What follows belongs to an exercise in optimizing a design on an open flow for small area; a production flow would make more cautious choices. Only simulation tests tie the RTL to the original design; equivalence was not proved. No activity file was given, so power comes from the tool's default toggle rates.

==> flow/design.v <==
module a429_fifo (
    input             clk,
    input             rst,
    input             push,
    input             pop,
    input             flush,
    input      [31:0] din,
    output reg [31:0] dout,
    output reg [2:0]  count
);
    reg [31:0] e0, e1, e2, e3;
    always @(posedge clk) begin
        if (push) begin
            e0 <= din;
            e1 <= e0;
            e2 <= e1;
            e3 <= e2;
        end
    end
    always @(*) begin
        case (count[1:0])
            2'd1:    dout = e0;
            2'd2:    dout = e1;
            2'd3:    dout = e2;
            default: dout = e3;
        endcase
    end
    always @(posedge clk) begin
        if (rst || flush)
            count <= 3'd0;
        else if (push && !pop)
            count <= count + 3'd1;
        else if (pop && !push)
            count <= count - 3'd1;
    end
endmodule
module a429_bst (
    input         clk,
    input         rst,
    input         bus_en,
    input         bus_we,
    input  [1:0]  bus_size,
    input  [5:0]  bus_addr,
    input  [31:0] bus_wdata,
    output [31:0] bus_rdata,
    output        bus_err,
    input         rx_data_i,
    input         rx_clk_i,
    output        tx_data_o,
    output        tx_clk_o,
    output        dir_en_o
);
    localparam [2:0] REG_CTRL      = 3'd0;
    localparam [2:0] REG_TXDATA    = 3'd1;
    localparam [2:0] REG_RXDATA    = 3'd2;
    localparam [2:0] REG_STATUS    = 3'd3;
    localparam [2:0] REG_BAUDDIV   = 3'd4;
    localparam [2:0] REG_RXTIMEOUT = 3'd5;
    localparam [2:0] REG_LINEOUT   = 3'd6;
    localparam [2:0] REG_LINEIN    = 3'd7;
    localparam [1:0] TX_SET_COUNT   = 2'd0;
    localparam [1:0] TX_SHIFT_BIT   = 2'd1;
    localparam [1:0] TX_PULSE_CLOCK = 2'd2;
    localparam [1:0] TX_RESET       = 2'd3;
    localparam [1:0] RX_WAIT_START  = 2'd0;
    localparam [1:0] RX_SAMPLE_BIT  = 2'd1;
    localparam [1:0] RX_WAIT_LOW    = 2'd2;
    localparam [1:0] RX_PUSH        = 2'd3;
    function [31:0] reverse32;
        input [31:0] x;
        integer i;
        begin
            for (i = 0; i < 32; i = i + 1)
                reverse32[31 - i] = x[i];
        end
    endfunction
    function ge16;
        input [15:0] a;
        input [15:0] b;
        integer i;
        reg c;
        begin
            c = 1'b1;
            for (i = 0; i < 16; i = i + 1)
                c = (a[i] & ~b[i]) | ((a[i] | ~b[i]) & c);
            ge16 = c;
        end
    endfunction
    function [15:0] inc16;
        input [15:0] a;
        integer i;
        reg c;
        begin
            c = 1'b1;
            for (i = 0; i < 16; i = i + 1) begin
                inc16[i] = a[i] ^ c;
                c = c & a[i];
            end
        end
    endfunction
    function [23:0] dec24;
        input [23:0] a;
        integer i;
        reg b;
        begin
            b = 1'b1;
            for (i = 0; i < 24; i = i + 1) begin
                dec24[i] = a[i] ^ b;
                b = b & ~a[i];
            end
        end
    endfunction
    wire       legal  = (bus_size == 2'b10) && (bus_addr[1:0] == 2'b00) && !bus_addr[5];
    wire [2:0] sel    = bus_addr[4:2];
    wire       acc_wr = bus_en && legal && bus_we;
    wire       acc_rd = bus_en && legal && !bus_we;
    assign bus_err = bus_en && !legal;
    wire wr_ctrl    = acc_wr && (sel == REG_CTRL);
    wire wr_txdata  = acc_wr && (sel == REG_TXDATA);
    wire wr_status  = acc_wr && (sel == REG_STATUS);
    wire wr_bauddiv = acc_wr && (sel == REG_BAUDDIV);
    wire wr_rxto    = acc_wr && (sel == REG_RXTIMEOUT);
    wire wr_lineout = acc_wr && (sel == REG_LINEOUT);
    wire rd_rxdata  = acc_rd && (sel == REG_RXDATA);
    reg        ctrl_txen, ctrl_rxen, ctrl_loop, ctrl_swdrv, ctrl_diren;
    reg [23:0] div;
    reg [15:0] limit;
    reg        lo_data, lo_clk, lo_dir;
    always @(posedge clk) begin
        if (rst) begin
            ctrl_txen  <= 1'b0;
            ctrl_rxen  <= 1'b0;
            ctrl_loop  <= 1'b0;
            ctrl_swdrv <= 1'b0;
            ctrl_diren <= 1'b0;
            limit      <= 16'd0;
            lo_data    <= 1'b0;
            lo_clk     <= 1'b0;
            lo_dir     <= 1'b0;
        end else begin
            if (wr_ctrl) begin
                ctrl_txen  <= bus_wdata[0];
                ctrl_rxen  <= bus_wdata[1];
                ctrl_loop  <= bus_wdata[2];
                ctrl_swdrv <= bus_wdata[3];
                ctrl_diren <= bus_wdata[4];
            end
            if (wr_rxto)
                limit <= bus_wdata[15:0];
            if (wr_lineout) begin
                lo_data <= bus_wdata[0];
                lo_clk  <= bus_wdata[1];
                lo_dir  <= bus_wdata[2];
            end
        end
    end
    wire [23:0] div_d = wr_bauddiv ? bus_wdata[23:0] : div;
    always @(posedge clk) begin
        if (rst)
            div <= 24'd0;
        else
            div <= div_d;
    end
    reg  [23:0] bcnt;
    wire        tick = (div != 24'd0) && (bcnt == 24'd1);
    always @(posedge clk) begin
        if (wr_bauddiv || tick)
            bcnt <= div_d;
        else
            bcnt <= dec24(bcnt);
    end
    wire [31:0] txq_head, rxq_head;
    wire [2:0]  txq_count, rxq_count;
    wire        txq_full  = txq_count[2];
    wire        rxq_full  = rxq_count[2];
    wire        txq_empty = (txq_count == 3'd0);
    wire        rxq_empty = (rxq_count == 3'd0);
    reg [1:0]  txstate;
    reg [31:0] tsr;
    reg [4:0]  tcnt;
    reg        txd, txc;
    reg [1:0]  rxstate;
    reg [31:0] rsr;
    reg [4:0]  rcnt;
    reg [15:0] ridle;
    wire txq_push = wr_txdata && !txq_full;
    wire txq_pop  = tick && (txstate == TX_SET_COUNT) && ctrl_txen && !txq_empty;
    wire rxq_push = tick && ctrl_rxen && (rxstate == RX_PUSH) && !rxq_full;
    wire rxq_pop  = rd_rxdata && !rxq_empty;
    a429_fifo u_txq (
        .clk   (clk),
        .rst   (rst),
        .push  (txq_push),
        .pop   (txq_pop),
        .flush (wr_ctrl && bus_wdata[5]),
        .din   (bus_wdata),
        .dout  (txq_head),
        .count (txq_count)
    );
    a429_fifo u_rxq (
        .clk   (clk),
        .rst   (rst),
        .push  (rxq_push),
        .pop   (rxq_pop),
        .flush (wr_ctrl && bus_wdata[6]),
        .din   (rsr),
        .dout  (rxq_head),
        .count (rxq_count)
    );
    wire [4:0] tbit = ~tcnt;
    reg txd_next, txc_next;
    always @(*) begin
        txd_next = txd;
        txc_next = txc;
        if (tick) begin
            case (txstate)
                TX_SHIFT_BIT: begin
                    txd_next = tsr[tbit];
                    txc_next = 1'b0;
                end
                TX_PULSE_CLOCK: txc_next = 1'b1;
                TX_RESET: begin
                    txd_next = 1'b0;
                    txc_next = 1'b0;
                end
                default: ;
            endcase
        end
    end
    always @(posedge clk) begin
        if (txq_pop)
            tsr <= txq_head;
    end
    always @(posedge clk) begin
        if (tick) begin
            if (txstate == TX_SET_COUNT)
                tcnt <= 5'd31;
            else if (txstate == TX_PULSE_CLOCK)
                tcnt <= tcnt - 5'd1;
        end
    end
    always @(posedge clk) begin
        if (rst) begin
            txstate <= TX_SET_COUNT;
            txd     <= 1'b0;
            txc     <= 1'b0;
        end else begin
            txd <= txd_next;
            txc <= txc_next;
            if (tick) begin
                case (txstate)
                    TX_SET_COUNT:   if (ctrl_txen && !txq_empty) txstate <= TX_SHIFT_BIT;
                    TX_SHIFT_BIT:   txstate <= TX_PULSE_CLOCK;
                    TX_PULSE_CLOCK: txstate <= (tcnt == 5'd0) ? TX_RESET : TX_SHIFT_BIT;
                    TX_RESET:       txstate <= TX_SET_COUNT;
                endcase
            end
        end
    end
    assign tx_data_o = ctrl_swdrv ? lo_data : txd;
    assign tx_clk_o  = ctrl_swdrv ? lo_clk  : txc;
    assign dir_en_o  = ctrl_swdrv ? lo_dir  : (ctrl_txen && ctrl_diren);
    wire sense_d_now = ctrl_loop ? tx_data_o : rx_data_i;
    wire sense_c_now = ctrl_loop ? tx_clk_o  : rx_clk_i;
    wire pin_d_tick = ctrl_swdrv ? lo_data : txd_next;
    wire pin_c_tick = ctrl_swdrv ? lo_clk  : txc_next;
    wire sd = ctrl_loop ? pin_d_tick : rx_data_i;
    wire sc = ctrl_loop ? pin_c_tick : rx_clk_i;
    wire        partial    = ((rxstate == RX_SAMPLE_BIT) && (rcnt != 5'd31)) ||
                             (rxstate == RX_WAIT_LOW);
    wire [15:0] ridle_inc  = inc16(ridle);
    wire        idle_count = (limit != 16'd0) && partial;
    wire        idle_fire  = idle_count && ge16(ridle_inc[15:0], limit);
    wire rx_step   = tick && ctrl_rxen;
    wire rx_idle   = rx_step && (((rxstate == RX_SAMPLE_BIT) && !sc) ||
                                 ((rxstate == RX_WAIT_LOW) && sc));
    wire rx_start  = rx_step && (rxstate == RX_WAIT_START) && !sc;
    wire rx_sample = rx_step && (rxstate == RX_SAMPLE_BIT) && sc;
    wire rx_low    = rx_step && (rxstate == RX_WAIT_LOW) && !sc;
    wire rx_timeout_ev = rx_idle && idle_fire;
    wire rx_overrun_ev = rx_step && (rxstate == RX_PUSH) && rxq_full;
    always @(posedge clk) begin
        if (rx_sample)
            rsr <= {rsr[30:0], sd};
    end
    always @(posedge clk) begin
        if (rx_start)
            rcnt <= 5'd31;
        else if (rx_low)
            rcnt <= rcnt - 5'd1;
    end
    always @(posedge clk) begin
        if (rx_start || rx_sample || rx_low)
            ridle <= 16'd0;
        else if (rx_idle && idle_count)
            ridle <= ridle_inc[15:0];
    end
    always @(posedge clk) begin
        if (rst)
            rxstate <= RX_WAIT_START;
        else if (tick) begin
            if (!ctrl_rxen)
                rxstate <= RX_WAIT_START;
            else begin
                case (rxstate)
                    RX_WAIT_START: if (!sc) rxstate <= RX_SAMPLE_BIT;
                    RX_SAMPLE_BIT: begin
                        if (sc)
                            rxstate <= (rcnt == 5'd0) ? RX_PUSH : RX_WAIT_LOW;
                        else if (idle_fire)
                            rxstate <= RX_WAIT_START;
                    end
                    RX_WAIT_LOW: begin
                        if (!sc)
                            rxstate <= RX_SAMPLE_BIT;
                        else if (idle_fire)
                            rxstate <= RX_WAIT_START;
                    end
                    RX_PUSH: rxstate <= RX_WAIT_START;
                endcase
            end
        end
    end
    reg flag_txovf, flag_rxovr, flag_rxunf, flag_rxto;
    always @(posedge clk) begin
        if (rst) begin
            flag_txovf <= 1'b0;
            flag_rxovr <= 1'b0;
            flag_rxunf <= 1'b0;
            flag_rxto  <= 1'b0;
        end else begin
            flag_txovf <= (flag_txovf && !(wr_status && bus_wdata[8]))  || (wr_txdata && txq_full);
            flag_rxovr <= (flag_rxovr && !(wr_status && bus_wdata[9]))  || rx_overrun_ev;
            flag_rxunf <= (flag_rxunf && !(wr_status && bus_wdata[10])) || (rd_rxdata && rxq_empty);
            flag_rxto  <= (flag_rxto  && !(wr_status && bus_wdata[11])) || rx_timeout_ev;
        end
    end
    wire [31:0] status_val = {4'd0, 1'b0, rxq_count, 1'b0, txq_count, rxstate, txstate,
                              4'd0, flag_rxto, flag_rxunf, flag_rxovr, flag_txovf,
                              2'd0, partial, rxq_full, !rxq_empty,
                              (txstate != TX_SET_COUNT), txq_full, txq_empty};
    reg [31:0] rdata;
    always @(*) begin
        case (sel)
            REG_CTRL:      rdata = {27'd0, ctrl_diren, ctrl_swdrv, ctrl_loop, ctrl_rxen, ctrl_txen};
            REG_TXDATA:    rdata = 32'd0;
            REG_RXDATA:    rdata = rxq_empty ? 32'd0 : reverse32(rxq_head);
            REG_STATUS:    rdata = status_val;
            REG_BAUDDIV:   rdata = {8'd0, div};
            REG_RXTIMEOUT: rdata = {16'd0, limit};
            REG_LINEOUT:   rdata = {29'd0, lo_dir, lo_clk, lo_data};
            default:       rdata = {25'd0, dir_en_o, tx_clk_o, tx_data_o, 2'd0, sense_c_now, sense_d_now};
        endcase
    end
    assign bus_rdata = rdata;
endmodule
==> flow/flow/run.sh <==
#!/bin/bash
# Own layout flow: the standard ORFS flow (standard.sh: same config, floorplan,
# power grid, tap cells, placement and routing), with these layout choices changed:
#  - synthesis is the standard synthesis script (synth_recipe.tcl) unchanged,
#    except that ABC maps the logic with an area-oriented script (flow/area.abc);
#    the registers, their names and cell types are the standard synthesis's;
#  - the port buffers are the smallest buffer, sky130_fd_sc_hd__buf_1;
#  - clock tree synthesis inserts no dummy loads and uses larger sink clusters
#    of clkbuf_16 leaves (every register is still clocked through the tree).
# The full output of the ORFS make run goes to flow_make.log in this folder;
# each ORFS step also keeps its own log under orfs/logs/.
set -euo pipefail
cd "$(dirname "$0")/.."
sed "s#SYNTH_SCRIPT=[^ ]*synth_recipe.tcl#SYNTH_SCRIPT=$PWD/flow/synth_area.tcl#" standard.sh > flow_standard.sh
grep -q "SYNTH_SCRIPT=$PWD/flow/synth_area.tcl" flow_standard.sh
export BUFFER_PORTS_ARGS="-buffer_cell sky130_fd_sc_hd__buf_1"
export CTS_ARGS="-sink_clustering_enable -repair_clock_nets -dont_use_dummy_load -buf_list sky130_fd_sc_hd__clkbuf_16 -sink_clustering_size 30 -sink_clustering_max_diameter 100"
bash flow_standard.sh > flow_make.log 2>&1
==> flow/flow/area.abc <==
&get -n
&st
&dch
&nf -a
&put
==> flow/flow/synth_area.tcl <==
# The standard synthesis (synth_recipe.tcl, sourced unchanged below) with one
# change: every abc call maps with area.abc instead of ORFS's speed script.
set ::area_abc_script [file normalize [file join [file dirname [info script]] area.abc]]
set ::synth_recipe_script [file normalize [file join [file dirname [info script]] .. synth_recipe.tcl]]
proc abc {args} {
  set i [lsearch -exact $args -script]
  if {$i >= 0} { lset args [expr {$i + 1}] $::area_abc_script }
  yosys abc {*}$args
}
source $::synth_recipe_script
==> flow/standard.sh <==
#!/bin/bash
# synth_recipe.tcl (not shown) runs the flow's synth.tcl, then flattens the netlist and writes it again
# the make line also repeats each setting of config.mk as NAME=value (left out here)
make -C /OpenROAD-flow-scripts/flow DESIGN_CONFIG=/design/flow/config.mk WORK_HOME=/design/flow/orfs CLKGATE_MAP_FILE= SYNTH_SCRIPT=/design/flow/synth_recipe.tcl "${@:-finish}"
==> flow/config.mk <==
export PLATFORM = sky130hd
export DESIGN_NAME = a429_bst
export DESIGN_NICKNAME = a429_bst
export VERILOG_FILES = /design/flow/design.v
export SDC_FILE = /design/flow/constraint.sdc
export NUM_CORES = 4
export LEC_CHECK = 0
export CAP_MARGIN = 20
export CORE_MARGIN = 2
export CORE_UTILIZATION = 60
export PLACE_DENSITY = 0.75
export SLEW_MARGIN = 20
==> flow/constraint.sdc <==
create_clock -name core_clock -period 10.0 [get_ports {clk}]
set_input_delay 2.0000 -clock core_clock [delete_from_list [all_inputs] [get_ports {clk}]]
set_output_delay 2.0000 -clock core_clock [all_outputs]
set_load 0.01 [all_outputs]
==> run notes, run 1 <==
initial detailed-routing violation count=1224; Hold Path Class=register to register; synthesis-stage register bit count=434; min cycle time layout=6.29 ns; gr usage total=0.246; Post-CTS Resized=0; Num CTS Buffers=18; CTS tree=done; ys async rst share=0; WS Path Type=primary input to output pin; max-slew violation count=0; startpoint types=primary input; final setup fails=0; Ports=82; RSZ-0062 raised after global routing=false; H-Tree Depth=1; number of max-cap violations=0; Worst EP arrival=roughly 4.3 ns; CTS Buffer Depth=3; endpoint class of the critical path=output pin; CTS clock-pin slew for the worst setup and hold paths=~0.11 ns; DR pass1 iterations=10; Post-CTS Setup Bufs=0; Setup Total Neg Slack=0 ns; pwr dens=154 nW/um^2; largest net degree at the start of global routing=90; # nets final=about 1400; largest cells by area after synthesis=edfxtp_1, dfxtp_1, a222oi_1, ha_1, nand2_1; YS warnings=2; vias in the first global route=~10000; clock sinks=about 430; detailed-route wire length=36.4 mm; global-route wire length before repair=~56 mm; Synth top area share=0.574; Syn Nets=approximately 1300; Congestion Overflow GR=0; hold-fix buffer count after cts=0; DP Wirelength=about 24 mm; status=complete, no violations; top-count cell post-synth=edfxtp_1; Post-Synthesis Cells=approximately 1200; core area=between 20000 and 30000 um^2; Final Cell Area=around 19000 um^2; Fmax=between 150 and 200 MHz; syn_area_per_cell=~14 um^2; Fillers=roughly 2100; Residual DRC=0; Die X=172 um; EDFF count, synth=325; share of post-route cells with drive strength above 1=0.0483; Fin. Hold Viols=0; port bufs=a little over 80; worst rel slew slack=0.334; register area share after synthesis=0.702; vias per inst=6.26; Starting Density=0.611; Rows=between 60 and 70; Post-synth top cells=edfxtp_1, nand2_1, dfxtp_1, nor2_1, a222oi_1; VDD IR max=0.000127 V; final worst path period share=0.629; Required @ worst endpoint=roughly 8 ns; worst-skew pair later-pin latency=0.54 ns; Main synth FF type=edfxtp_1; placed instance area=18000 um^2; Total Power=around 2.8 mW; routed length per placed instance=between 20 and 25 um; detailed-route via count=10649; Syn Std Cell Area=~17000 um^2; post-synth top area cell=edfxtp_1; Tightest Pin Transition=~1 ns; Worst Path Max Fanout=23; GP Congestion=a little under 0.9; leak pwr=roughly 6.5 nW; number of antenna violations at the first check in global routing=0; Synth cell types=46; Root Buffer=clkbuf_16; P&R area growth vs syn=8.81%; ant diodes=0; skew final=roughly 0.040 ns; full die area=a little under 30000 um^2; Die H=172 um; Detail Route Antenna Nets=0
power breakdown:
group	leakage (nW)	switching (mW)	total, mW	internal [mW]
Clock	0.222	0.507	0.834	0.327
Sequential	3.82	0.0124	1.94	1.93
Combinational	2.43	0.0456	0.0731	0.0275
worst paths after layout:
kind,start,to,slack (ns),cells past startpoint
worst max-delay path,bus_addr[4],bus_rdata[1],3.71,8
worst min-delay path,rsr[31],u_rxq.e0[31],0.44,0
worst max register to register,bcnt[0],bcnt[23],5.01,26
worst min register to register,rsr[31],u_rxq.e0[31],0.44,0
cells by family after synthesis:
group                      after synthesis  synth area share
DFF                                    434             0.702
buffers and inverters                   50            0.0110
and+or+nand+nor                        382            0.0992
AOI/OAI and AO/OA                      209            0.0999
xor gates and xnor gates                10           0.00515
muxes                                   66            0.0449
adders and majority gates               50            0.0377
layer usage:
layer | wire, um | vias to the layer above | track usage
li1 | - | 4945 | -
met1 | 15800 | 5252 | 0.349
met2 | 17300 | 393 | 0.402
met3 | 2460 | 59 | 0.0357
met4 | 912 | 0 | 0.0639
met5 | 0 | - | 0
critical path, stage by stage:
cell       delay (ns)
buf_1            0.32
clkinv_1         0.23
nand3_1          0.44
buf_4            0.42
a211oi_1         0.08
a2111oi_0        0.37
o21ai_0          0.25
buf_1            0.18
final cells by class:
| class | count | area [um^2] | share of cell area |
|---|---|---|---|
| sequential | 434 | 11900 | 0.645 |
| multi-input combinational | 717 | 4940 | 0.267 |
| tap | 378 | 473 | 0.0256 |
| timing repair buffer | 105 | 509 | 0.0275 |
| inverter | 50 | 188 | 0.0101 |
| clock buffer | 18 | 450 | 0.0243 |
metrics by stage:
stage               instances  hold slack, ns  utilization  worst slack [ns]
floorplan                1201           0.400            -              1.08
global placement         1683           0.403        0.647              3.83
detailed placement       1684           0.407        0.648              3.74
CTS                      1702           0.434        0.664              3.74
global route             1702           0.455        0.664              3.54
finish                   1702           0.436        0.664              3.71
state kept, by name (all words and copies together) (netlist names), 24 cells and up:
name	count
u_txq.e1	32
u_txq.e3	32
u_rxq.e0	32
tsr	32
bcnt	24
u_txq.e0	32
u_txq.e2	32
rsr	32
div	24
u_rxq.e1	32
u_rxq.e3	32
u_rxq.e2	32
placed cells by master, fill, tap and decap left out, types with 37 or more instances in the layout:
master,instances
a222oi_1,72
nor2_1,97
mux2i_1,56
nand2_1,156
clkinv_1,50
dfxtp_1,109
edfxtp_1,325
ha_1,48
buf_1,80
a211oi_1,37
==> run 2, diff against run 1 <==
==> flow/flow/area.abc (replaced) <==
&get -n
&fraig -x
&st
&dch
&nf -a
&put
==> run notes, run 2 <==
CTS clock-pin slew for the worst setup and hold paths=0.11 ns (about the same); worst r2r path cells=26 (unchanged); initial detailed-routing violation count=1462 (+19%); Inst Count DP=1676 (-0.48%); Syn Std Cell Area=16900 um^2 (-0.39%); largest net degree at the start of global routing=87 (-3.3%); Detail Route Antenna Nets=0 (unchanged); endpoint class of the critical path=output pin; mux cell area share after synthesis=0.0456 (+0.000767); register area share after synthesis=0.705 (+0.00275); Residual DRC=0 (unchanged); VDD IR max=0.000118 V (-7.1%); YS warnings=2 (unchanged); Post-CTS Resized=0 (unchanged); gr usage total=0.248 (+0.00179); max-slew violation count=0 (unchanged); Synth top area share=0.576 (+0.00225); ys async rst share=0 (unchanged); full die area=29600 um^2 (-0.38%); WS Path Type=primary input to output pin; Reg area=11900 um^2 (unchanged); Setup Total Neg Slack=0 ns (unchanged); vias per inst=6.29 (+0.59%); Worst EP arrival=4.04 ns (-0.25 ns); worst r2r dst=bcnt[23]; Worst Path Max Fanout=17 (-26%); detailed-route via count=10668 (+0.18%); Post-synth top cells=edfxtp_1, nand2_1, dfxtp_1, nor2_1, a222oi_1; min cycle time layout=6.04 ns (-0.250 ns); Die H=172 um (-0.19%); Final Cell Area=18400 um^2 (-0.56%); area of the multi-input gates=4880 um^2 (-1.3%); Hold Path Class=register to register; P&R area growth vs syn=8.63%; syn_area_per_cell=14.1 um^2 (-0.31%); H-Tree Depth=1 (unchanged); final setup fails=0 (unchanged); Die X=172 um (-0.19%); DP Wirelength=24.3 mm (-0.42%); Fillers=2040 (-0.87%); pwr dens=154 nW/um^2 (+0.32%); Post-Synth Adder-Cell Area=0.0378 (+0.000147); CTS tree=done; skew final=0.0419 ns (+0.00221 ns); # nets final=1414 (-0.56%); Starting Density=0.610 (-0.000710); global-route wire length before repair=56.4 mm (+0.27%); Post-CTS Setup Bufs=0 (unchanged); hold-fix buffer count after cts=0 (unchanged); startpoint types=primary input; RSZ-0062 raised after global routing=false; FF-to-FF Start=bcnt[0]; final worst path period share=0.604 (-0.0250); hold path startpoint=rsr[31]; largest cells by area after synthesis=edfxtp_1, dfxtp_1, a222oi_1, ha_1, mux2i_1; vias in the first global route=10146 (+0.12%); worst rel slew slack=0.292 (-0.0411); post-synth top area cell=edfxtp_1; Fmax=166 MHz (+4.1%); GP Congestion=0.879 (+0.55%); leak pwr=6.38 nW (-1.5%); top-count cell post-synth=edfxtp_1; R2R setup slack=5.09 ns (+0.08 ns); number of max-cap violations=0 (unchanged); core area=27800 um^2 (-0.27%); Required @ worst endpoint=8.00 ns (about the same); Main synth FF type=edfxtp_1; worst-skew pair later-pin latency=0.53 ns (about the same); most common cell after layout, fill and taps aside=edfxtp_1; post-route insts no fill=1695 (-0.41%); most frequent cells in the layout=edfxtp_1, nand2_1, dfxtp_1, nor2_1, buf_1; Congestion Overflow GR=0 (unchanged); xor/xnor share of the synthesized area=0.00362 (-0.00153); detailed-route wire length=36.4 mm (about the same); Num CTS Buffers=18 (unchanged); Root Buffer=clkbuf_16; combinational family with the most area after synthesis=simple AND/OR/NAND/NOR gates; Synth cell types=44 (-4.3%); share of post-route cells with drive strength above 1=0.0418 (-0.00655); CTS Buffer Depth=3 (unchanged); synthesis-stage register bit count=434 (unchanged); Syn Nets=1296 (-0.077%); number of antenna violations at the first check in global routing=0 (unchanged); complex-gate fraction of the synthesized area=0.0966 (-0.00330); Post-Synthesis Cells=1200 (-0.083%); placed instance area=17900 um^2 (-0.53%); port bufs=81 (unchanged); DR pass1 iterations=8 (-2); clock sinks=434 (unchanged); Min-Delay Path Depth=0 (unchanged); post-synthesis simple-gate area fraction=0.100 (+0.000905); EDFF count, synth=325 (unchanged); Fin. Hold Viols=0 (unchanged); Tightest Pin Transition=1.06 ns (+0.0617 ns); Ports=82 (unchanged); routed length per placed instance=21.5 um (+0.35%); Rows=61 (unchanged); Hold EP=u_rxq.e0[31]; status=complete, no violations
run 2: cell count changes after synthesis, sizes merged, moves of 4 or more:
cell	before	now
a211oi	37	14
a21oi	23	42
nor3	31	35
nor2	103	108
a22oi	5	26
a222oi	72	64
o21ai	19	24
a211o	6	0
nand2	156	136
run 2: logic make-up (layout without fill, tap and decap cells):
family          Yosys count  after routing
fa+ha+maj                50             50
flops                   434            434
buf+inv                  51            167
mux                      67             67
simple gates            378            378
xor+xnor                  7              7
compound gates          213            213
other cells               0              1
run 2: final cells by class:
| class | count | area share |
|---|---|---|
| Sequential cell | 434 | 0.649 |
| Multi-Input combinational cell | 715 | 0.265 |
| Tap cell | 378 | 0.0257 |
| Timing Repair Buffer | 98 | 0.0253 |
| Clock buffer | 18 | 0.0245 |
| Inverter | 51 | 0.0104 |
| Antenna cell | 1 | 0.000136 |
run 2: stage by stage:
step	total power, mW	utilization	worst slack (ns)	hold WS (ns)
6_report	2.84	0.662	3.96	0.389
5_1_grt	2.93	0.662	3.81	0.392
4_1_cts	2.86	0.662	3.98	0.393
3_5_place_dp	2.05	0.646	4.00	0.419
3_3_place_gp	2.05	0.644	4.13	0.403
2_1_floorplan	2.02	-	1.24	0.400
run 2: critical path, cell delays in order:
cell and delay [ns]:
buf_1 0.28, clkinv_1 0.29, and3_1 0.49, a221o_1 0.46, a211oi_1 0.20, o21ai_0 0.16
buf_1 0.15
run 2: how the worst max path moves through the flow:
stage                            from             end  slack, ns  cells past startpoint
final                     bus_addr[4]    bus_rdata[1]       3.96                      7
after global routing      bus_addr[4]    bus_rdata[1]       3.81                      7
after CTS                 bus_addr[4]    bus_rdata[1]       3.98                      7
after detailed placement  bus_addr[4]    bus_rdata[1]       4.00                      7
after global placement    bus_addr[4]    bus_rdata[1]       4.13                      7
after floorplan              bcnt[11]  u_rxq.count[2]       1.24                     14
run 2: routing by layer:
layer	up-vias	track usage	share of wire
met1	5275	0.358	0.44
met3	51	0.0336	0.069
met5	-	0	0
li1	4901	-	-
met2	441	0.398	0.47
met4	0	0.0698	0.026
run 2: power by group:
part,total (mW),internal [mW],switching (mW)
Combinational,0.0732,0.0276,0.0457
Sequential,1.94,1.93,0.0118
Clock,0.827,0.327,0.500
Total,2.84,2.28,0.558
==> run 3, diff against run 2 <==
==> flow/flow/area.abc (replaced) <==
&get -n
&st
&dch
&nf -a
&put
--- a/flow/config.mk
+++ b/flow/config.mk
@@ -7,3 +7,3 @@
 export LEC_CHECK = 0
-export CAP_MARGIN = 20
+export CAP_MARGIN = 0
 export CORE_MARGIN = 2
@@ -11,2 +11,2 @@
 export PLACE_DENSITY = 0.75
-export SLEW_MARGIN = 20
+export SLEW_MARGIN = 0
==> run notes, run 3 <==
status=complete, no violations; placed instance area=18000 um^2 (+0.38%); Starting Density=0.611 (+0.000710); Tightest Pin Transition=1.20 ns (+0.137 ns); P&R area growth vs syn=8.59% (about the same); DR pass1 iterations=7 (-1); initial detailed-routing violation count=1269 (-13%); largest net degree at the start of global routing=90 (+3.4%); logic gate share of total power=0.026 (about the same); Syn Nets=1297 (+0.077%); GP Congestion=0.874 (-0.55%); Hold Path Class=register to register; VDD IR max=0.000119 V (+0.88%); skew final=0.0410 ns (-0.000982 ns); post-route insts no fill=1701 (+0.35%); # nets final=1421 (+0.50%); RSZ-0062 raised after global routing=false; most frequent cells in the layout=edfxtp_1, nand2_1, dfxtp_1, nor2_1, buf_1; worst-skew pair later-pin latency=0.54 ns (about the same); Required @ worst endpoint=8.00 ns (about the same); Rows=61 (unchanged); Post-synth top cells=edfxtp_1, nand2_1, dfxtp_1, nor2_1, a222oi_1; Seq pwr share=0.683 (about the same); global-route wire length before repair=56.4 mm (unchanged); Synth cell types=46 (+4.5%); detailed-route via count=10593 (-0.70%); switch share=0.196 (about the same); DP Wirelength=24.4 mm (+0.65%); H-Tree Depth=1 (unchanged); Post-CTS Setup Bufs=0 (unchanged); hold-fix buffer count after cts=0 (unchanged); number of max-cap violations=0 (unchanged); top-count cell post-synth=edfxtp_1; port bufs=81 (unchanged); routed length per placed instance=21.3 um (-0.63%); Most common cell on crit path=buf_1; Clock power frac=0.291 (about the same); Fin. Hold Viols=0 (unchanged); Syn Std Cell Area=17000 um^2 (+0.39%); detailed-route wire length=36.3 mm (-0.28%); WS Path Type=primary input to output pin; Setup Total Neg Slack=0 ns (unchanged); full die area=29700 um^2 (+0.38%); Critical path buffers and inverters=4 (+1); final worst path period share=0.623 (+0.0191); vias per inst=6.23 (-1.1%); Congestion Overflow GR=0 (unchanged); largest cells by area after synthesis=edfxtp_1, dfxtp_1, a222oi_1, ha_1, nand2_1; min cycle time layout=6.23 ns (+0.191 ns); Worst Path Max Fanout=23 (+6); dpl ws=3.78 ns (-0.221 ns); ant diodes=0 (-1); Ports=82 (unchanged); core area=27900 um^2 (+0.28%); YS warnings=2 (unchanged); share of post-route cells with drive strength above 1=0.0476 (+0.00583); Detail Route Antenna Nets=0 (unchanged); startpoint types=primary input; post-synth top area cell=edfxtp_1; syn_area_per_cell=14.2 um^2 (+0.31%); CP peak stage delay=0.43 ns (-0.06 ns); Num CTS Buffers=18 (unchanged); Fmax=160 MHz (-3.1%); synthesis-stage register bit count=434 (unchanged); Final Cell Area=18500 um^2 (+0.36%); Fillers=2062 (+1.1%); CTS Buffer Depth=3 (unchanged); Post-Synthesis Cells=1201 (+0.083%); Worst EP arrival=4.23 ns (+0.19 ns); endpoint class of the critical path=output pin; final setup fails=0 (unchanged); max-slew violation count=0 (unchanged); Post-CTS Resized=0 (unchanged); most common cell after layout, fill and taps aside=edfxtp_1; setup ws final=3.77 ns (-0.191 ns); worst rel slew slack=0.196 (-0.0962); Residual DRC=0 (unchanged); Main synth FF type=edfxtp_1; EDFF count, synth=325 (unchanged); CP cell instances=buf_1, clkinv_1, nand3_1, buf_4, a211oi_1, a2111oi_0, o21ai_0, buf_1; cell family with most CP delay=buffers and inverters; leak pwr=6.45 nW (+1.2%); register area share after synthesis=0.702 (-0.00275); pwr dens=154 nW/um^2 (-0.38%); ys async rst share=0 (unchanged); Die X=172 um (+0.19%); gr usage total=0.247 (about the same); CTS clock-pin slew for the worst setup and hold paths=0.10 ns (about the same); number of antenna violations at the first check in global routing=0 (unchanged); CTS tree=done; Inst Count DP=1683 (+0.42%); Synth top area share=0.574 (-0.00225); Root Buffer=clkbuf_16; final core utilization=0.663 (about the same); Slowest-stage cell, CP=nand3_1; NetSw=558 uW (about the same); Die H=172 um (+0.19%); vias in the first global route=10051 (-0.94%); P_int=2.28 mW (about the same); clock sinks=434 (unchanged)
run 3: cell types whose count changed after synthesis, sizes merged, moves of 4 or more:
cell,previous run,this run
nor3,35,31
a211o,0,6
nand2,136,156
a222oi,64,72
a21oi,42,23
nor2,108,103
o21ai,24,19
a22oi,26,5
a211oi,14,37
run 3: layout make-up:
cell class,instances,area [um^2],share of cell area
clock buffer,18,450,0.0244
sequential,434,11900,0.647
multi-input combinational,717,4940,0.267
inverter,50,188,0.0102
timing repair buffer,104,478,0.0259
tap,378,473,0.0256
run 3: cells by family (layout without fill, tap and decap cells):
group | after synthesis | after routing | share of synthesized area
AOI/OAI and AO/OA | 209 | 209 | 0.0999
xor gates and xnor gates | 10 | 10 | 0.00515
adders and majority gates | 50 | 50 | 0.0377
buffers and inverters | 50 | 172 | 0.0110
DFF | 434 | 434 | 0.702
muxes | 66 | 66 | 0.0449
and+or+nand+nor | 382 | 382 | 0.0992
run 3: layer usage:
layer / up-vias / global-route usage / routed length, um
met5: - / 0 / 0
met4: 0 / 0.0687 / 845
met3: 52 / 0.0277 / 2160
met2: 353 / 0.406 / 17500
met1: 5250 / 0.355 / 15700
li1: 4938 / - / -
run 3: final timing paths:
path | depth (start not counted) | end | slack (ns) | startpoint
setup / recovery | 8 | bus_rdata[1] | 3.77 | bus_addr[4]
hold / removal | 0 | u_rxq.e0[31] | 0.43 | rsr[31]
setup reg to reg | 26 | bcnt[23] | 4.99 | bcnt[0]
hold reg to reg | 0 | u_rxq.e0[31] | 0.43 | rsr[31]
run 3: power by group through the flow:
stage                     clock network (mW)  registers [mW]  logic [mW]
after global placement                     0            1.98      0.0706
after floorplan                            0            1.98      0.0411
after global routing                   0.904            1.94      0.0847
after CTS                              0.848            1.94      0.0732
final                                  0.827            1.94      0.0729
after detailed placement                   0            1.98      0.0731
run 3: worst reg2reg max path, cell delays in order (launching register included):
cell	delay, ns
dfxtp_1	0.37
clkinv_1	0.08
ha_1	0.20
ha_1	0.19
ha_1	0.18
ha_1	0.18
ha_1	0.19
ha_1	0.18
ha_1	0.18
ha_1	0.18
ha_1	0.18
ha_1	0.19
ha_1	0.20
ha_1	0.19
ha_1	0.18
ha_1	0.19
ha_1	0.22
ha_1	0.20
ha_1	0.19
ha_1	0.18
ha_1	0.18
ha_1	0.18
ha_1	0.18
ha_1	0.19
xor2_1	0.15
nand2_1	0.06
o21ai_0	0.08
run 3: metrics by stage:
| stage | hold WS, ns | power (mW) |
|---|---|---|
| floorplan | 0.400 | 2.02 |
| global placement | 0.403 | 2.05 |
| detailed placement | 0.407 | 2.05 |
| CTS | 0.433 | 2.86 |
| global route | 0.453 | 2.93 |
| finish | 0.433 | 2.84 |
==> run 4, diff against run 3 <==
--- a/flow/design.v
+++ b/flow/design.v
@@ -100,2 +100,14 @@
     endfunction
+    function [23:0] inc24;
+        input [23:0] a;
+        integer i;
+        reg c;
+        begin
+            c = 1'b1;
+            for (i = 0; i < 24; i = i + 1) begin
+                inc24[i] = a[i] ^ c;
+                c = c & a[i];
+            end
+        end
+    endfunction
     function [23:0] dec24;
@@ -156,3 +168,2 @@
     end
-    wire [23:0] div_d = wr_bauddiv ? bus_wdata[23:0] : div;
     always @(posedge clk) begin
@@ -160,12 +171,14 @@
             div <= 24'd0;
-        else
-            div <= div_d;
+        else if (wr_bauddiv)
+            div <= bus_wdata[23:0];
     end
     reg  [23:0] bcnt;
-    wire        tick = (div != 24'd0) && (bcnt == 24'd1);
+    wire [23:0] bcnt_inc = inc24(bcnt);
+    wire        bcnt_max = &bcnt;
+    wire        tick     = !bcnt_max && (bcnt_inc == div);
     always @(posedge clk) begin
         if (wr_bauddiv || tick)
-            bcnt <= div_d;
+            bcnt <= 24'd0;
         else
-            bcnt <= dec24(bcnt);
+            bcnt <= bcnt_inc;
     end
==> flow/flow/area.abc (replaced) <==
&get -n
&fraig -x
&st
&dch
&nf -a
&put
==> run notes, run 4 <==
Residual DRC=0 (unchanged); leak pwr=6.28 nW (-2.7%); CTS clock-pin slew for the worst setup and hold paths=0.11 ns (about the same); initial detailed-routing violation count=1456 (+15%); Syn Nets=1311 (+1.1%); H-Tree Depth=1 (unchanged); Metal-1 WL=15.8 mm (+0.69%); Worst EP arrival=7.82 ns (+3.59 ns); WS Path Type=register to register; met2 WL=17.5 mm (-0.39%); Clock power frac=0.289 (-0.002); Post-CTS Setup Bufs=0 (unchanged); hold-fix buffer count after cts=0 (unchanged); Min-Delay Path Depth=0 (unchanged); Ports=82 (unchanged); most frequent cells in the layout=edfxtp_1, nor2_1, nand2_1, dfxtp_1, buf_1; YS warnings=2 (unchanged); core area=27800 um^2 (-0.27%); DP Wirelength=24.7 mm (+1.2%); worst hold slack=0.429 ns (-0.00405 ns); global-route wire length before repair=56.9 mm (+0.88%); number of max-cap violations=0 (unchanged); # nets final=1431 (+0.70%); Post-synth top cells=edfxtp_1, nor2_1, nand2_1, dfxtp_1, nor3_1; Syn Std Cell Area=16900 um^2 (-0.51%); NetSw=558 uW (+0.15%); Hold Path Class=register to register; highest routing layer actually used=met4; Tightest Pin Transition=1.18 ns (-0.0232 ns); Fmax=130 MHz (-19%); VDD IR max=0.000161 V (+35%); logic gate share of total power=0.032 (+0.006); RSZ-0062 raised after global routing=false; Post-Synthesis Cells=1217 (+1.3%); final setup fails=0 (unchanged); Fin. Hold Viols=0 (unchanged); max-slew violation count=0 (unchanged); dpl ws=2.32 ns (-1.45 ns); switch share=0.196 (-0.000344); clock sinks=434 (unchanged); Num CTS Buffers=18 (unchanged); pwr dens=155 nW/um^2 (+1.0%); Met3 Wirelength=2.50 mm (+16%); P_int=2.29 mW (+0.37%); CP peak stage delay=0.79 ns (+0.36 ns); worst rel slew slack=0.213 (+0.0169); Seq pwr share=0.679 (-0.004); Most common cell on crit path=ha_1; endpoint class of the critical path=register; share of post-route cells with drive strength above 1=0.0427 (-0.00492); vias per inst=6.24 (+0.15%); syn_area_per_cell=13.9 um^2 (-1.8%); Rows=61 (unchanged); full die area=29600 um^2 (-0.50%); ys async rst share=0 (unchanged); Root Buffer=clkbuf_16; Synth top area share=0.577 (+0.00297); top-count cell post-synth=edfxtp_1; skew final=0.0359 ns (-0.00510 ns); ant diodes=0 (unchanged); post-synth top area cell=edfxtp_1; most common cell after layout, fill and taps aside=edfxtp_1; GP Congestion=0.915 (+4.8%); Worst Path Max Fanout=71 (+210%); Detail Route Antenna Nets=0 (unchanged); CTS tree=done; Setup Total Neg Slack=0 ns (unchanged); gr usage total=0.249 (+0.00110); Post-CTS Resized=0 (unchanged); synthesis-stage register bit count=434 (unchanged); Synth cell types=47 (+2.2%); Die X=172 um (-0.25%); EDFF count, synth=325 (unchanged); status=complete, no violations; Starting Density=0.609 (-0.00148); Die H=172 um (-0.25%); port bufs=81 (unchanged); Slowest-stage cell, CP=buf_4; CTS Buffer Depth=3 (unchanged); Congestion Overflow GR=0 (unchanged); routed length per placed instance=21.3 um (about the same); register area share after synthesis=0.706 (+0.00363); largest net degree at the start of global routing=72 (-20%); startpoint types=register; Fillers=2050 (-0.58%); final core utilization=0.660 (-0.00286); detailed-route wire length=36.5 mm (+0.74%); Main synth FF type=edfxtp_1; vias in the first global route=10183 (+1.3%); setup ws final=2.30 ns (-1.47 ns); detailed-route via count=10684 (+0.86%); DR pass1 iterations=8 (+1); number of antenna violations at the first check in global routing=0 (unchanged); final worst path period share=0.770 (+0.147); worst r2r path cells=31 (+19%); worst-skew pair later-pin latency=0.53 ns (about the same); P&R area growth vs syn=8.39%; largest cells by area after synthesis=edfxtp_1, dfxtp_1, ha_1, nor2_1, a222oi_1; min cycle time layout=7.70 ns (+1.47 ns); Required @ worst endpoint=10.13 ns (+2.13 ns)
==> run 4: cell types whose count changed after synthesis, sizes merged, moves of 23 or more <==
cell   delta
nor2     +36
a22oi    +37
mux2i    -43
nand2    -26
a21oi    +24
nor3     +23
xnor2    +23
==> run 4: metrics by stage <==
step	power (mW)	std cells	instance area (um^2)
after floorplan	2.03	1217	16900
after global placement	2.06	1695	17900
after detailed placement	2.07	1695	17900
after CTS	2.87	1713	18300
after global routing	2.94	1713	18300
final	2.85	1713	18300
==> run 4: layout make-up <==
type	count	area, um^2	share of cell area
flip-flops and latches	434	11900	0.651
multi-input cells	753	4910	0.268
inverters	30	113	0.00614
clock buffers	18	450	0.0246
well taps	378	473	0.0258
repair buffers	100	448	0.0244
==> run 4: critical path: cells and delay by family, from the launching register on <==
kind	cells	cell delay, ns
adder cells (fa/ha/maj)	22	4.14
XOR/XNOR	1	0.22
buffers and inverters	2	1.36
AND/OR/NAND/NOR	6	1.14
flip-flops	1	0.35
==> run 4: path summary, 6_finish.rpt <==
check / from / end / slack [ns]
max: bcnt[0] / u_rxq.e0[8] / 2.30
min: u_rxq.e1[1] / u_rxq.e2[1] / 0.43
max reg2reg: bcnt[0] / u_rxq.e0[8] / 2.30
min reg2reg: u_rxq.e1[1] / u_rxq.e2[1] / 0.43
==> run 4: power by group through the flow <==
stage               sequential [mW]  clock (mW)  combinational [mW]
finish                         1.94       0.823              0.0909
global route                   1.94       0.899              0.0995
CTS                            1.94       0.844              0.0898
global placement               1.98           0              0.0873
detailed placement             1.98           0              0.0893
floorplan                      1.97           0              0.0552
==> run 4: cell families (layout without fill, tap and decap cells) <==
| kind of cell | count (synthesis) | after routing | synth area share |
|---|---|---|---|
| AO/OA/AOI/OAI | 223 | 223 | 0.101 |
| buffers and inverters | 30 | 148 | 0.00666 |
| flip-flops | 434 | 434 | 0.706 |
| multiplexers | 24 | 24 | 0.0210 |
| adder cells (fa/ha/maj) | 48 | 48 | 0.0364 |
| XOR/XNOR | 32 | 32 | 0.0166 |
| AND/OR/NAND/NOR | 426 | 426 | 0.113 |
==> run 4: metal layers <==
| layer | global-route usage | vias up |
|---|---|---|
| met2 | 0.404 | 433 |
| met3 | 0.0279 | 49 |
| li1 | - | 4973 |
| met5 | 0 | - |
| met1 | 0.370 | 5229 |
| met4 | 0.0508 | 0 |
==> run 5, diff against run 4 <==
--- a/flow/config.mk
+++ b/flow/config.mk
@@ -7,3 +7,3 @@
 export LEC_CHECK = 0
-export CAP_MARGIN = 0
+export CAP_MARGIN = 20
 export CORE_MARGIN = 2
@@ -11,2 +11,2 @@
 export PLACE_DENSITY = 0.75
-export SLEW_MARGIN = 0
+export SLEW_MARGIN = 20
==> run notes, run 5 <==
largest cells by area after synthesis=edfxtp_1, dfxtp_1, ha_1, nor2_1, a222oi_1; Worst EP arrival=7.88 ns (+0.06 ns); Detail Route Antenna Nets=0 (unchanged); worst rel slew slack=0.260 (+0.0469); switch share=0.195 (-0.00132); clock sinks=434 (unchanged); Post-CTS Resized=0 (unchanged); Tightest Pin Transition=1.11 ns (-0.0659 ns); post-synth top area cell=edfxtp_1; endpoint class of the critical path=register; Most common cell on crit path=ha_1; Main synth FF type=edfxtp_1; full die area=29600 um^2 (unchanged); Min-Delay Path Depth=0 (unchanged); Total Power=2.84 mW (-0.17%); hold-fix buffer count after cts=0 (unchanged); Inst Count DP=1696 (+0.059%); port bufs=81 (unchanged); # nets final=1432 (+0.070%); Required @ worst endpoint=10.11 ns (-0.02 ns); logic gate share of total power=0.032 (about the same); Starting Density=0.609 (unchanged); RSZ-0062 raised after global routing=false; min cycle time layout=7.77 ns (+0.0664 ns); final worst path period share=0.777 (+0.00664); Slowest-stage cell, CP=buf_4; Post-synth top cells=edfxtp_1, nor2_1, nand2_1, dfxtp_1, nor3_1; Fin. Hold Viols=0 (unchanged); synthesis-stage register bit count=434 (unchanged); Die X=172 um (unchanged); YS warnings=2 (unchanged); worst r2r dst=u_rxq.e0[8]; detailed-route wire length=36.4 mm (-0.45%); Num CTS Buffers=18 (unchanged); leak pwr=6.29 nW (+0.17%); final core utilization=0.660 (about the same); skew final=0.0419 ns (+0.00604 ns); most frequent cells in the layout=edfxtp_1, nor2_1, nand2_1, dfxtp_1, buf_1; startpoint types=register; CTS tree=done; vias per inst=6.26 (+0.42%); Worst Path Max Fanout=71 (unchanged); Synth cell types=47 (unchanged); post-route insts no fill=1714 (+0.058%); Congestion Overflow GR=0 (unchanged); final setup fails=0 (unchanged); Fmax=129 MHz (-0.85%); VDD IR max=0.000137 V (-15%); routed length per placed instance=21.2 um (-0.50%); Die H=172 um (unchanged); EDFF count, synth=325 (unchanged); number of antenna violations at the first check in global routing=0 (unchanged); ys async rst share=0 (unchanged); worst hold slack=0.413 ns (-0.0160 ns); detailed-route via count=10735 (+0.48%); core area=27800 um^2 (unchanged); NetSw=554 uW (-0.84%); Ports=82 (unchanged); Root Buffer=clkbuf_16; Post-Synthesis Cells=1217 (unchanged); max-slew violation count=0 (unchanged); CP peak stage delay=0.80 ns (about the same); global-route wire length before repair=56.3 mm (-1.1%); Post-CTS Setup Bufs=0 (unchanged); Residual DRC=0 (unchanged); hold path startpoint=u_rxq.e1[1]; P_int=2.29 mW (about the same); Clock power frac=0.288 (about the same); H-Tree Depth=1 (unchanged); register area share after synthesis=0.706 (unchanged); initial detailed-routing violation count=1191 (-18%); DP Wirelength=24.8 mm (+0.12%); P&R area growth vs syn=8.43% (about the same); CTS Buffer Depth=3 (unchanged); worst r2r path cells=31 (unchanged); most common cell after layout, fill and taps aside=edfxtp_1; WS Path Type=register to register; GP Congestion=0.915 (unchanged); gr usage total=0.246 (-0.00223); status=complete, no violations; Rows=61 (unchanged); pwr dens=155 nW/um^2 (-0.21%); worst-skew pair later-pin latency=0.52 ns (about the same); R2R setup slack=2.23 ns (-0.07 ns); Hold EP=u_rxq.e2[1]; vias in the first global route=10140 (-0.42%); Synth top area share=0.577 (unchanged); top-count cell post-synth=edfxtp_1; CTS clock-pin slew for the worst setup and hold paths=0.11 ns (about the same); largest net degree at the start of global routing=72 (unchanged); ant diodes=0 (unchanged); syn_area_per_cell=13.9 um^2 (unchanged); Setup Total Neg Slack=0 ns (unchanged); DR pass1 iterations=9 (+1); FF-to-FF Start=bcnt[0]; Seq pwr share=0.681 (+0.002); Syn Nets=1311 (unchanged); Syn Std Cell Area=16900 um^2 (unchanged); Hold Path Class=register to register; number of max-cap violations=0 (unchanged); share of post-route cells with drive strength above 1=0.0442 (+0.00147)
[run 5: kinds of logic (layout without fill, tap and decap cells)]
logic type | Yosys count | in the layout | share of synthesized area
simple gates | 426 | 426 | 0.113
fa+ha+maj | 48 | 48 | 0.0364
buf+inv | 30 | 149 | 0.00666
mux | 24 | 24 | 0.0210
flops | 434 | 434 | 0.706
xor+xnor | 32 | 32 | 0.0166
compound gates | 223 | 223 | 0.101
[run 5: power groups by stage]
stage	clock network, mW	logic, mW	registers [mW]
after CTS	0.839	0.0899	1.94
after floorplan	0	0.0552	1.97
after detailed placement	0	0.0896	1.98
after global routing	0.890	0.0986	1.94
final	0.818	0.0906	1.94
after global placement	0	0.0873	1.98
[run 5: per-layer routing]
metal	up-vias	wire length [um]	global-route usage
met2	449	17000	0.395
li1	4978	-	-
met3	51	2560	0.0268
met4	0	935	0.0625
met1	5257	15900	0.366
met5	-	0	0
[run 5: through the flow]
| step | instance area, um^2 | worst slack (ns) |
|---|---|---|
| 2_1_floorplan | 16900 | 0.0801 |
| 3_3_place_gp | 17900 | 2.53 |
| 3_5_place_dp | 17900 | 2.29 |
| 4_1_cts | 18300 | 2.23 |
| 5_1_grt | 18300 | 1.59 |
| 6_report | 18300 | 2.23 |
[run 5: worst max-delay path, delay by kind of cell, from the launching register on]
kind / cells / cell delay, ns
adder cells (fa/ha/maj): 22 / 4.15
XOR/XNOR: 1 / 0.23
flip-flops: 1 / 0.35
AND/OR/NAND/NOR: 6 / 1.18
buffers and inverters: 2 / 1.37
[run 5: area by class of cell]
type / count / area (um^2)
clock buffer: 18 / 450
fill: 2074 / 9440
inverter: 30 / 113
multi-input combinational: 753 / 4910
sequential: 434 / 11900
tap: 378 / 473
timing repair buffer: 101 / 455
[run 5: how the worst max path moves through the flow]
stage	depth (start not counted)	endpoint	startpoint	slack (ns)
6_report	31	u_rxq.e0[8]	bcnt[0]	2.23
5_1_grt	31	u_rxq.e3[3]	bcnt[0]	1.59
4_1_cts	31	u_rxq.e0[8]	bcnt[0]	2.23
3_5_place_dp	31	u_rxq.e2[10]	bcnt[0]	2.29
3_3_place_gp	35	ridle[0]	bcnt[0]	2.53
2_1_floorplan	13	u_txq.count[2]	bus_size[0]	0.08
==> run 6, diff against run 5 <==
--- a/flow/flow/run.sh
+++ b/flow/flow/run.sh
@@ -7,2 +7,3 @@
 #  - the port buffers are the smallest buffer, sky130_fd_sc_hd__buf_1;
+#  - power recovery (downsizing of gates off the critical paths) after global routing;
 #  - clock tree synthesis inserts no dummy loads and uses larger sink clusters
@@ -16,2 +17,3 @@
 export BUFFER_PORTS_ARGS="-buffer_cell sky130_fd_sc_hd__buf_1"
+export RECOVER_POWER=100
 export CTS_ARGS="-sink_clustering_enable -repair_clock_nets -dont_use_dummy_load -buf_list sky130_fd_sc_hd__clkbuf_16 -sink_clustering_size 30 -sink_clustering_max_diameter 100"
==> run notes, run 6 <==
Synth top area share=0.577 (unchanged); top-count cell post-synth=edfxtp_1; VDD IR max=0.000138 V (+0.87%); Detail Route Antenna Nets=0 (unchanged); Worst Path Max Fanout=32 (-55%); skew final=0.0407 ns (-0.00121 ns); Slowest-stage cell, CP=clkbuf_1; Starting Density=0.609 (unchanged); number of max-cap violations=4 (+4); area of the multi-input gates=4900 um^2 (-0.31%); Post-Synthesis Cells=1217 (unchanged); GP Congestion=0.915 (unchanged); syn_area_per_cell=13.9 um^2 (unchanged); Syn Std Cell Area=16900 um^2 (unchanged); worst rel slew slack=-1.36 (-1.62); status=complete, but fails checks; P_int=2.29 mW (about the same); most frequent cells in the layout=edfxtp_1, nor2_1, nand2_1, dfxtp_1, buf_1; Die H=172 um (unchanged); WS Path Type=register to register; worst hold slack=0.413 ns (+0.000648 ns); Die X=172 um (unchanged); EDFF count, synth=325 (unchanged); Fillers=2079 (+0.24%); CTS Buffer Depth=3 (unchanged); Ports=82 (unchanged); gr usage total=0.246 (unchanged); clock sinks=434 (unchanged); detailed-route wire length=36.3 mm (-0.26%); largest cells by area after synthesis=edfxtp_1, dfxtp_1, ha_1, nor2_1, a222oi_1; max-slew violation count=198 (+198); DP Wirelength=24.8 mm (unchanged); Syn Nets=1311 (unchanged); worst setup path endpoint=rsr[2]; pwr dens=155 nW/um^2 (+0.23%); Setup Total Neg Slack=0 ns (unchanged); dpl ws=2.29 ns (unchanged); logic gate share of total power=0.032 (about the same); post-synth top area cell=edfxtp_1; DR pass1 iterations=9 (unchanged); Most common cell on crit path=ha_1; Post-synth top cells=edfxtp_1, nor2_1, nand2_1, dfxtp_1, nor3_1; worst r2r path cells=34 (+9.7%); Tightest Pin Transition=3.54 ns (+2.43 ns); detailed-route via count=10703 (-0.30%); P&R area growth vs syn=8.17%; initial detailed-routing violation count=1290 (+8.3%); synthesis-stage register bit count=434 (unchanged); register area share after synthesis=0.706 (unchanged); Residual DRC=0 (unchanged); leak pwr=6.27 nW (-0.40%); CTS clock-pin slew for the worst setup and hold paths=0.11 ns (about the same); ys async rst share=0 (unchanged); CP peak stage delay=1.35 ns (+0.55 ns); Reg area=11900 um^2 (unchanged); full die area=29600 um^2 (unchanged); largest net degree at the start of global routing=72 (unchanged); Worst Setup SP=bcnt[0]; Main synth FF type=edfxtp_1; Fin. Hold Viols=0 (unchanged); Num CTS Buffers=18 (unchanged); vias per inst=6.24 (-0.30%); Post-CTS Setup Bufs=0 (unchanged); hold-fix buffer count after cts=0 (unchanged); Fmax=118 MHz (-8.3%); final setup fails=0 (unchanged); Rows=61 (unchanged); YS warnings=2 (unchanged); endpoint class of the critical path=register; vias in the first global route=10140 (unchanged); Min-Delay Path Depth=0 (unchanged); R2R setup slack=1.53 ns (-0.71 ns); final worst path period share=0.847 (+0.0707); FF-to-FF Start=bcnt[0]; ant diodes=0 (unchanged); Synth cell types=47 (unchanged); share of post-route cells with drive strength above 1=0.0367 (-0.00749); Root Buffer=clkbuf_16; Seq pwr share=0.681 (about the same); Post-CTS Resized=0 (unchanged); Congestion Overflow GR=0 (unchanged); core area=27800 um^2 (unchanged); routed length per placed instance=21.2 um (-0.26%); port bufs=81 (unchanged); worst r2r dst=rsr[2]; CTS tree=done; # nets final=1432 (unchanged); Layout Check Fails=max-capacitance violations, max-slew violations; number of antenna violations at the first check in global routing=0 (unchanged); setup ws final=1.53 ns (-0.707 ns); global-route wire length before repair=56.3 mm (unchanged); RSZ-0062 raised after global routing=false; startpoint types=register; min cycle time layout=8.47 ns (+0.707 ns); NetSw=554 uW (about the same); Hold Path Class=register to register; switch share=0.195 (about the same); Required @ worst endpoint=10.08 ns (-0.03 ns); worst-skew pair later-pin latency=0.52 ns (about the same); H-Tree Depth=1 (unchanged); Clock power frac=0.288 (about the same); most common cell after layout, fill and taps aside=edfxtp_1; Worst EP arrival=8.55 ns (+0.67 ns)
==> run 6: cell counts after synthesis <==
Identical to the previous run, type by type.
==> run 6: critical path: cells and delay by family, from the launching register on <==
kind	cells	cell delay [ns]
simple gates	5	1.06
buf+inv	2	1.60
mux	1	0.36
fa+ha+maj	22	4.04
flops	1	0.35
xor+xnor	2	0.34
compound gates	2	0.24
==> run 6: cell families after synthesis <==
| group | count (synthesis) | synth area share |
|---|---|---|
| xor gates and xnor gates | 32 | 0.0166 |
| muxes | 24 | 0.0210 |
| adders and majority gates | 48 | 0.0364 |
| AOI/OAI and AO/OA | 223 | 0.101 |
| DFF | 434 | 0.706 |
| and+or+nand+nor | 426 | 0.113 |
| buffers and inverters | 30 | 0.00666 |
==> run 6: metal layers <==
metal  vias up  routed length [um]  track usage
li1       4978                   -            -
met1      5220               15700        0.366
met2       454               16900        0.395
met3        51                2700       0.0268
met4         0                 940       0.0625
met5         -                   0            0
==> run 6: worst min path at each step <==
| stage | start | end | slack (ns) |
|---|---|---|---|
| CTS | u_rxq.e1[1] | u_rxq.e2[1] | 0.41 |
| detailed placement | rsr[31] | u_rxq.e0[31] | 0.42 |
| global placement | rsr[31] | u_rxq.e0[31] | 0.41 |
| finish | u_rxq.e1[1] | u_rxq.e2[1] | 0.41 |
| floorplan | rsr[31] | u_rxq.e0[31] | 0.40 |
| global route | u_rxq.e1[1] | u_rxq.e2[1] | 0.42 |
==> run 6: through the flow <==
stage / area, um^2 / power, mW / std cells / utilization
detailed placement: 17900 / 2.07 / 1696 / 0.644
global route: 18300 / 2.93 / 1714 / 0.659
CTS: 18300 / 2.86 / 1714 / 0.660
floorplan: 16900 / 2.03 / 1217 / -
finish: 18300 / 2.84 / 1714 / 0.659
global placement: 17900 / 2.06 / 1695 / 0.644
==> run 6: cell type report <==
cell class              instances  area share
flip-flops and latches        434       0.652
multi-input cells             753       0.268
well taps                     378      0.0258
clock buffers                  18      0.0246
repair buffers                101      0.0233
inverters                      30     0.00615
==> run 6: power by group through the flow <==
| stage | clock (mW) | combinational [mW] | sequential [mW] |
|---|---|---|---|
| 3_5_place_dp | 0 | 0.0896 | 1.98 |
| 5_1_grt | 0.890 | 0.0984 | 1.94 |
| 4_1_cts | 0.839 | 0.0899 | 1.94 |
| 3_3_place_gp | 0 | 0.0873 | 1.98 |
| 2_1_floorplan | 0 | 0.0552 | 1.97 |
| 6_report | 0.818 | 0.0902 | 1.94 |
==> run 7, diff against run 6 <==
--- a/flow/flow/run.sh
+++ b/flow/flow/run.sh
@@ -7,3 +7,2 @@
 #  - the port buffers are the smallest buffer, sky130_fd_sc_hd__buf_1;
-#  - power recovery (downsizing of gates off the critical paths) after global routing;
 #  - clock tree synthesis inserts no dummy loads and uses larger sink clusters
@@ -17,4 +16,3 @@
 export BUFFER_PORTS_ARGS="-buffer_cell sky130_fd_sc_hd__buf_1"
-export RECOVER_POWER=100
-export CTS_ARGS="-sink_clustering_enable -repair_clock_nets -dont_use_dummy_load -buf_list sky130_fd_sc_hd__clkbuf_16 -sink_clustering_size 30 -sink_clustering_max_diameter 100"
+export CTS_ARGS="-sink_clustering_enable -repair_clock_nets -dont_use_dummy_load -buf_list sky130_fd_sc_hd__clkbuf_16 -sink_clustering_size 30 -sink_clustering_max_diameter 60"
 bash flow_standard.sh > flow_make.log 2>&1
==> run notes, run 7 <==
Fin. Hold Viols=0 (unchanged); Post-CTS Resized=0 (unchanged); Num CTS Buffers=28 (+10); area of the multi-input gates=4910 um^2 (+0.31%); detailed-route wire length=36.8 mm (+1.3%); detailed-route via count=10778 (+0.70%); Synth cell types=47 (unchanged); CTS tree=done; Residual DRC=0 (unchanged); startpoint types=register; CTS clock-pin slew for the worst setup and hold paths=0.09 ns (-0.02 ns); synthesis-stage register bit count=434 (unchanged); vias in the first global route=10318 (+1.8%); VDD IR max=0.000200 V (+45%); full die area=29600 um^2 (unchanged); GP Congestion=0.915 (unchanged); Required @ worst endpoint=10.13 ns (+0.05 ns); largest net degree at the start of global routing=72 (unchanged); Detail Route Antenna Nets=0 (unchanged); Main synth FF type=edfxtp_1; number of max-cap violations=0 (-4); post-synth top area cell=edfxtp_1; skew final=0.0563 ns (+0.0157 ns); Starting Density=0.609 (unchanged); endpoint class of the critical path=register; Syn Nets=1311 (unchanged); number of antenna violations at the first check in global routing=0 (unchanged); top-count cell post-synth=edfxtp_1; Seq pwr share=0.635 (-0.046); ant diodes=0 (unchanged); Ports=82 (unchanged); max-slew violation count=0 (-100%); Clock power frac=0.336 (+0.048); share of post-route cells with drive strength above 1=0.0513 (+0.0146); largest cells by area after synthesis=edfxtp_1, dfxtp_1, ha_1, nor2_1, a222oi_1; Syn Std Cell Area=16900 um^2 (unchanged); most common cell after layout, fill and taps aside=edfxtp_1; DR pass1 iterations=6 (-3); # nets final=1442 (+0.70%); worst-skew pair later-pin latency=0.56 ns (+0.04 ns); final worst path period share=0.775 (-0.0719); Tightest Pin Transition=1.03 ns (-2.51 ns); pwr dens=164 nW/um^2 (+5.6%); RSZ-0062 raised after global routing=false; logic gate share of total power=0.030 (-0.002); switch share=0.195 (about the same); ys async rst share=0 (unchanged); Worst EP arrival=7.88 ns (-0.67 ns); Setup Total Neg Slack=0 ns (unchanged); core area=27800 um^2 (unchanged); CP peak stage delay=0.79 ns (-0.56 ns); Fillers=2054 (-1.2%); NetSw=594 uW (+7.2%); worst rel slew slack=0.312 (+1.67); WS Path Type=register to register; CTS Buffer Depth=3 (unchanged); Post-Synthesis Cells=1217 (unchanged); most frequent cells in the layout=edfxtp_1, nor2_1, nand2_1, dfxtp_1, buf_1; Congestion Overflow GR=0 (unchanged); Hold Path Class=register to register; gr usage total=0.249 (+0.00306); Fmax=129 MHz (+9.3%); DP Wirelength=24.8 mm (unchanged); final setup fails=0 (unchanged); syn_area_per_cell=13.9 um^2 (unchanged); Reg area=11900 um^2 (unchanged); min cycle time layout=7.75 ns (-0.719 ns); Worst Path Max Fanout=71 (+120%); Root Buffer=clkbuf_16; status=complete, no violations; EDFF count, synth=325 (unchanged); Rows=61 (unchanged); leak pwr=6.42 nW (+2.4%); YS warnings=2 (unchanged); port bufs=81 (unchanged); Die H=172 um (unchanged); Post-CTS Setup Bufs=0 (unchanged); hold-fix buffer count after cts=0 (unchanged); Die X=172 um (unchanged); final core utilization=0.669 (+0.0106); register area share after synthesis=0.706 (unchanged); H-Tree Depth=1 (unchanged); P&R area growth vs syn=9.91%; Slowest-stage cell, CP=buf_4; vias per inst=6.25 (+0.12%); Most common cell on crit path=ha_1; clock sinks=434 (unchanged); Post-synth top cells=edfxtp_1, nor2_1, nand2_1, dfxtp_1, nor3_1; routed length per placed instance=21.3 um (+0.71%); Synth top area share=0.577 (unchanged); initial detailed-routing violation count=1326 (+2.8%); P_int=2.46 mW (+7.3%); global-route wire length before repair=57.0 mm (+1.3%)
==> run 7: stage by stage <==
stage	instances	power (mW)	cell area, um^2	hold slack (ns)	setup WS [ns]
6_report	1724	3.05	18600	0.404	2.25
5_1_grt	1724	3.14	18600	0.413	1.61
2_1_floorplan	1217	2.03	16900	0.400	0.0801
4_1_cts	1724	3.07	18600	0.407	2.23
3_3_place_gp	1695	2.06	17900	0.405	2.53
3_5_place_dp	1696	2.07	17900	0.416	2.29
==> run 7: worst paths after layout <==
path	startpoint	depth (start not counted)	slack, ns	endpoint
worst max-delay path	bcnt[0]	31	2.25	u_rxq.e3[6]
worst min register to register	u_rxq.e1[6]	0	0.40	u_rxq.e2[6]
worst max register to register	bcnt[0]	31	2.25	u_rxq.e3[6]
worst min-delay path	u_rxq.e1[6]	0	0.40	u_rxq.e2[6]
==> run 7: final cells by class <==
type	count	area share
multi-input combinational	753	0.264
clock buffer	28	0.0377
timing repair buffer	101	0.0245
sequential	434	0.642
tap	378	0.0254
inverter	30	0.00606
==> run 7: cells by family (layout without fill, tap and decap cells) <==
| logic type | Yosys count | after routing | synth area share |
|---|---|---|---|
| adder cells (fa/ha/maj) | 48 | 48 | 0.0364 |
| AO/OA/AOI/OAI | 223 | 223 | 0.101 |
| AND/OR/NAND/NOR | 426 | 426 | 0.113 |
| multiplexers | 24 | 24 | 0.0210 |
| buffers and inverters | 30 | 159 | 0.00666 |
| flip-flops | 434 | 434 | 0.706 |
| XOR/XNOR | 32 | 32 | 0.0166 |
==> run 7: worst max-delay path: cells and delay by family, from the launching register on <==
kind          cells  cell delay, ns
buf+inv           2            1.37
flops             1            0.34
xor+xnor          1            0.22
fa+ha+maj        22            4.14
simple gates      6            1.19
==> run 7: metal layers <==
layer	vias up	wire length (um)	track usage
met3	64	2600	0.0318
met2	440	17200	0.396
met4	0	1070	0.0742
met5	-	0	0
met1	5272	15900	0.366
li1	5002	-	-
==> run 7: power by group through the flow <==
stage | sequential [mW] | clock [mW] | combinational [mW]
floorplan | 1.97 | 0 | 0.0552
global placement | 1.98 | 0 | 0.0873
detailed placement | 1.98 | 0 | 0.0896
CTS | 1.94 | 1.05 | 0.0900
global route | 1.94 | 1.10 | 0.0986
finish | 1.94 | 1.02 | 0.0906

==> re-timing with driven ports <==
The flow's constraints put no driver on any port. The routed layouts listed below were extracted and timed again, unchanged, in two steps. Step 1 assumes that a clkbuf_16 drives the clock port and a buf_2 every other input. Step 2, shift: input delay + t, output delay - t, t = (earliest + latest rising clock arrival at the registers) / 2. This alone moves slack from input paths to output paths. Three values: ideal, step 1, step 2; two values: the first two.
run	t, ns	setup slack, ns	worst data-port slew with drivers (ns)
run 1	0.566	3.708 / 3.667 / 3.667	0.07
run 2	0.564	3.958 / 3.838 / 3.838	0.12
run 3	0.572	3.767 / 3.727 / 3.727	0.07
run 4	0.560	2.301 / 2.301 / 2.301	0.05
run 5	0.554	2.235 / 2.235 / 2.235	0.04
run 6	0.555	1.528 / 1.528 / 1.136	0.05
run 7	0.590	2.247 / 2.247 / 2.247	0.04
For run 6, which loses most, drivers alone change the setup slack by 0.000 ns; drivers and shift together by -0.392 ns.
